This is an optimization exercise on Yosys and OpenROAD, whose aim is small area, a short achievable clock period and few clock cycles, not a production implementation.
Only simulation tests tie the RTL to the original design; equivalence was not proved.
No activity file was given, so power comes from the tool's default toggle rates.

## alpha
## quic_walk
module quic_walk (
    input  wire        clk,
    input  wire        rst,
    input  wire        in_valid,
    output wire        in_ready,
    input  wire [31:0] in_data,
    input  wire [2:0]  in_cnt,
    input  wire        in_last,
    output wire        frm_valid,
    output wire [3:0]  frm_kind,
    output wire [7:0]  frm_tag,
    output wire [15:0] frm_off,
    output wire [15:0] frm_len,
    output wire        done_valid,
    output wire [7:0]  done_status,
    output wire [7:0]  done_cause,
    output wire [15:0] done_nfrm,
    output wire [15:0] done_nbytes
);
clock: 8.0 ns
lec_check: 0
abc_area: 1
cap_margin: 20
core_margin: 2
core_utilization: 60
cts_buf_list: sky130_fd_sc_hd__clkbuf_8
place_density: 0.7
setup_slack_margin: 3.5
slew_margin: 20
standard.sh (not shown) runs the stock make flow with config.mk's settings and CLKGATE_MAP_FILE= SYNTH_SCRIPT=/design/flow/synth_recipe.tcl, a recipe that flattens the netlist after the stock synthesis.
==> flow/flow/run.sh <==
#!/bin/bash
# The standard layout (the standard.sh, all steps), with two changes to
# how it is built: the port buffers that buffer_ports inserts are plain
# sky130_fd_sc_hd__buf_1 cells (every input and output port still gets its
# own buffer), and clock tree synthesis adds no dummy loads to its leaves.
# The full output of make and of the DEF export goes to flow_make.log; ORFS
# keeps each step's own log under orfs/logs/.
set -euo pipefail
export BUFFER_PORTS_ARGS="-buffer_cell sky130_fd_sc_hd__buf_1"
export CTS_ARGS="-sink_clustering_enable -repair_clock_nets -buf_list sky130_fd_sc_hd__clkbuf_8 -dont_use_dummy_load"
bash standard.sh > flow_make.log 2>&1
Having completed the whole flow, alpha delivered a layout that passed the timing, DRC and antenna checks.
Testbench counts of alpha, summed over its fixed seeds: cycles 13,226.
For beta, these inputs were changed with respect to alpha:
- CORE_UTILIZATION: 60 -> 65
- PLACE_DENSITY: 0.7 -> 0.8
### Flow results
[compare] base=alpha new=beta: worst setup slack went down; global-route usage +4.2 points. The final reports for beta and alpha show worst vdd rail ir drop higher in the former. Any difference in number of register bits inferred by synthesis between beta and alpha is small enough to ignore. Setup slack of the worst register-to-register path, alpha and beta, higher one = alpha.

Starting RTL as in the previous note.
export LEC_CHECK = 0
export ABC_AREA = 1
export CAP_MARGIN = 20
export CORE_MARGIN = 2
export CORE_UTILIZATION = 60
export CTS_BUF_LIST = sky130_fd_sc_hd__clkbuf_8
export PLACE_DENSITY = 0.7
export SETUP_SLACK_MARGIN = 3.75
export SLEW_MARGIN = 20
create_clock -name core_clock -period 8.0 [get_ports {clk}]
Scripts as last shown in full above: flow/flow/run.sh
The starting point produced a clean layout.
Testbench counts at the start, summed over its fixed seeds: cycles 13,226.
Next try:
Settings changed: CORE_UTILIZATION 60 to 65, PLACE_DENSITY 0.7 to 0.75, SETUP_SLACK_MARGIN 3.75 to 3.5.
The new run finished with timing, DRC and antenna clean.
Clock-buffer cell count is unchanged.
Core utilization rose by 4.1 points.
Critical path depth fell by 3.
Worst setup slack gets worse by 34 ps.

== build 34 ==
Another version of the RTL of quic_walk (not shown whole).
Size: about 1600 cells after synthesis, roughly 150 flip-flops, ~0.011 mm² of cells after synthesis.
export LEC_CHECK = 0
export ABC_AREA = 1
export CAP_MARGIN = 20
export CORE_MARGIN = 2
export CORE_UTILIZATION = 50
export CTS_BUF_LIST = sky130_fd_sc_hd__clkbuf_8
export PLACE_DENSITY = 0.6
export SETUP_SLACK_MARGIN = 3.5
export SLEW_MARGIN = 20
create_clock -name core_clock -period 8.0 [get_ports {clk}]
==> flow/flow/run.sh <==
#!/bin/bash
# The standard layout (the standard.sh, all steps), with the port buffers
# that buffer_ports inserts made plain sky130_fd_sc_hd__buf_1 cells: every
# input and output port still gets its own buffer. The full output of make and
# of the DEF export goes to flow_make.log; ORFS keeps each step's own log
# under orfs/logs/.
set -euo pipefail
export BUFFER_PORTS_ARGS="-buffer_cell sky130_fd_sc_hd__buf_1"
bash standard.sh > flow_make.log 2>&1
Build 34: no failed stages, no open violations at the end
Testbench counts of build 34, summed over its fixed seeds: cycles 13,226.
The inputs of build 13 differ from those of build 34 as listed below.
--- a/flow/config.mk
+++ b/flow/config.mk
@@ -7,9 +7,9 @@
 export LEC_CHECK = 0
 export ABC_AREA = 1
-export CAP_MARGIN = 20
+export CAP_MARGIN = 5
 export CORE_MARGIN = 2
-export CORE_UTILIZATION = 50
+export CORE_UTILIZATION = 60
 export CTS_BUF_LIST = sky130_fd_sc_hd__clkbuf_8
-export PLACE_DENSITY = 0.6
+export PLACE_DENSITY = 0.7
 export SETUP_SLACK_MARGIN = 3.5
-export SLEW_MARGIN = 20
+export SLEW_MARGIN = 5
Notes after the runs:
- In terms of required time at the endpoint of the critical path, build 13 and build 34 differ only marginally.
- Build 34 has lower met1 track demand over resource in global routing than build 13.
- The run showing the greater worst clock skew on the final layout is build 34.
- Build 13: via count of the first global-routing pass is about 3% higher than what build 34 reported.
- Re maximum number of pins on one net before global-route repair: no difference whatsoever between build 13 and build 34.
- Worst hold margin of build 13 is on par with build 34.
- Between build 34 and build 13, the clock network latency to the later pin of the worst-skew pair figures differ only marginally.
- Build 13: post-layout worst setup margin 0.013 ns below build 34
### build 13 -> build 35
==> flow/flow/run.sh <==
#!/bin/bash
# The standard layout (the standard.sh, all steps), with two changes to
# how it is built: the port buffers that buffer_ports inserts are plain
# sky130_fd_sc_hd__buf_1 cells (every input and output port still gets its
# own buffer), and clock tree synthesis adds no dummy loads to its leaves.
# The full output of make and of the DEF export goes to flow_make.log; ORFS
# keeps each step's own log under orfs/logs/.
set -euo pipefail
export BUFFER_PORTS_ARGS="-buffer_cell sky130_fd_sc_hd__buf_1"
export CTS_ARGS="-sink_clustering_enable -repair_clock_nets -buf_list sky130_fd_sc_hd__clkbuf_8 -dont_use_dummy_load"
bash standard.sh > flow_make.log 2>&1
--- a/flow/config.mk
+++ b/flow/config.mk
@@ -7,5 +7,5 @@
 export LEC_CHECK = 0
 export ABC_AREA = 1
-export CAP_MARGIN = 5
+export CAP_MARGIN = 20
 export CORE_MARGIN = 2
 export CORE_UTILIZATION = 60
@@ -13,3 +13,3 @@
 export PLACE_DENSITY = 0.7
 export SETUP_SLACK_MARGIN = 3.5
-export SLEW_MARGIN = 5
+export SLEW_MARGIN = 20
==> results.txt <==
Summary of the comparison: layout overhead on the synthesized area is lower in build 35, relative to build 13.
Build 35 vs build 13 — clock group total power dropped 29%.
Cmp build 13 and build 35 / total of fill cells in the finished design / lower: build 13
Changes in build 84 relative to build 35:
==> flow/flow/run.sh <==
#!/bin/bash
# The standard layout (the standard.sh, all steps), with the port buffers
# that buffer_ports inserts made plain sky130_fd_sc_hd__buf_1 cells: every
# input and output port still gets its own buffer. The full output of make and
# of the DEF export goes to flow_make.log; ORFS keeps each step's own log
# under orfs/logs/.
set -euo pipefail
export BUFFER_PORTS_ARGS="-buffer_cell sky130_fd_sc_hd__buf_1"
bash standard.sh > flow_make.log 2>&1
--- a/flow/config.mk
+++ b/flow/config.mk
@@ -12,4 +12,4 @@
 export CTS_BUF_LIST = sky130_fd_sc_hd__clkbuf_8
 export PLACE_DENSITY = 0.7
-export SETUP_SLACK_MARGIN = 3.5
+export SETUP_SLACK_MARGIN = 3.0
 export SLEW_MARGIN = 20
Delta (build 84 minus build 35): number of nets with antenna violations after detailed routing has remained practically unchanged, first-iteration DRC count has decreased, number of cells on the critical path has increased, number of non-clock buffers has decreased, design area has decreased. Power per cell area: build 84 vs build 35 up about 9%. The share of power burned in the clock network in build 84 was higher than what build 35 gave. When build 84 is set beside build 35, its sequential share of layout area turns out to be 2.1 points larger.

[separate check: timing with driven ports]
How much do the figures lean on ideal ports? The routed layouts below were timed once more, with nothing changed but the port constraints. Step 1 (the two cells are an assumption about what drives the block):
set clk [get_ports {clk}]
set_driving_cell -lib_cell sky130_fd_sc_hd__clkbuf_16 $clk
set_driving_cell -lib_cell sky130_fd_sc_hd__buf_2 [delete_from_list [all_inputs] $clk]
Step 2, shift: input delay + t, output delay - t, t = (earliest + latest rising clock arrival at the registers) / 2. This alone moves slack from input paths to output paths. Three values: ideal, step 1, step 2; two values: the first two.
run	shift t [ns]	slack for setup (ns)	worst setup path after step 2
alpha	0.486	3.431 / 3.388 / 3.651	register to register
beta	0.491	3.421 / 3.378 / 3.599	register to register
the first run of note 2	0.500	3.534 / 3.491 / 3.599	register to register
the second run of note 2	0.513	3.501 / 3.458 / 3.688	register to register
build 34	0.506	3.407 / 3.363 / 3.659	register to register
build 13	0.507	3.394 / 3.351 / 3.636	register to register
build 35	0.496	3.430 / 3.387 / 3.582	register to register
build 84	0.506	3.135 / 3.093 / 3.411	register to register
After both steps every run listed still meets setup and hold.
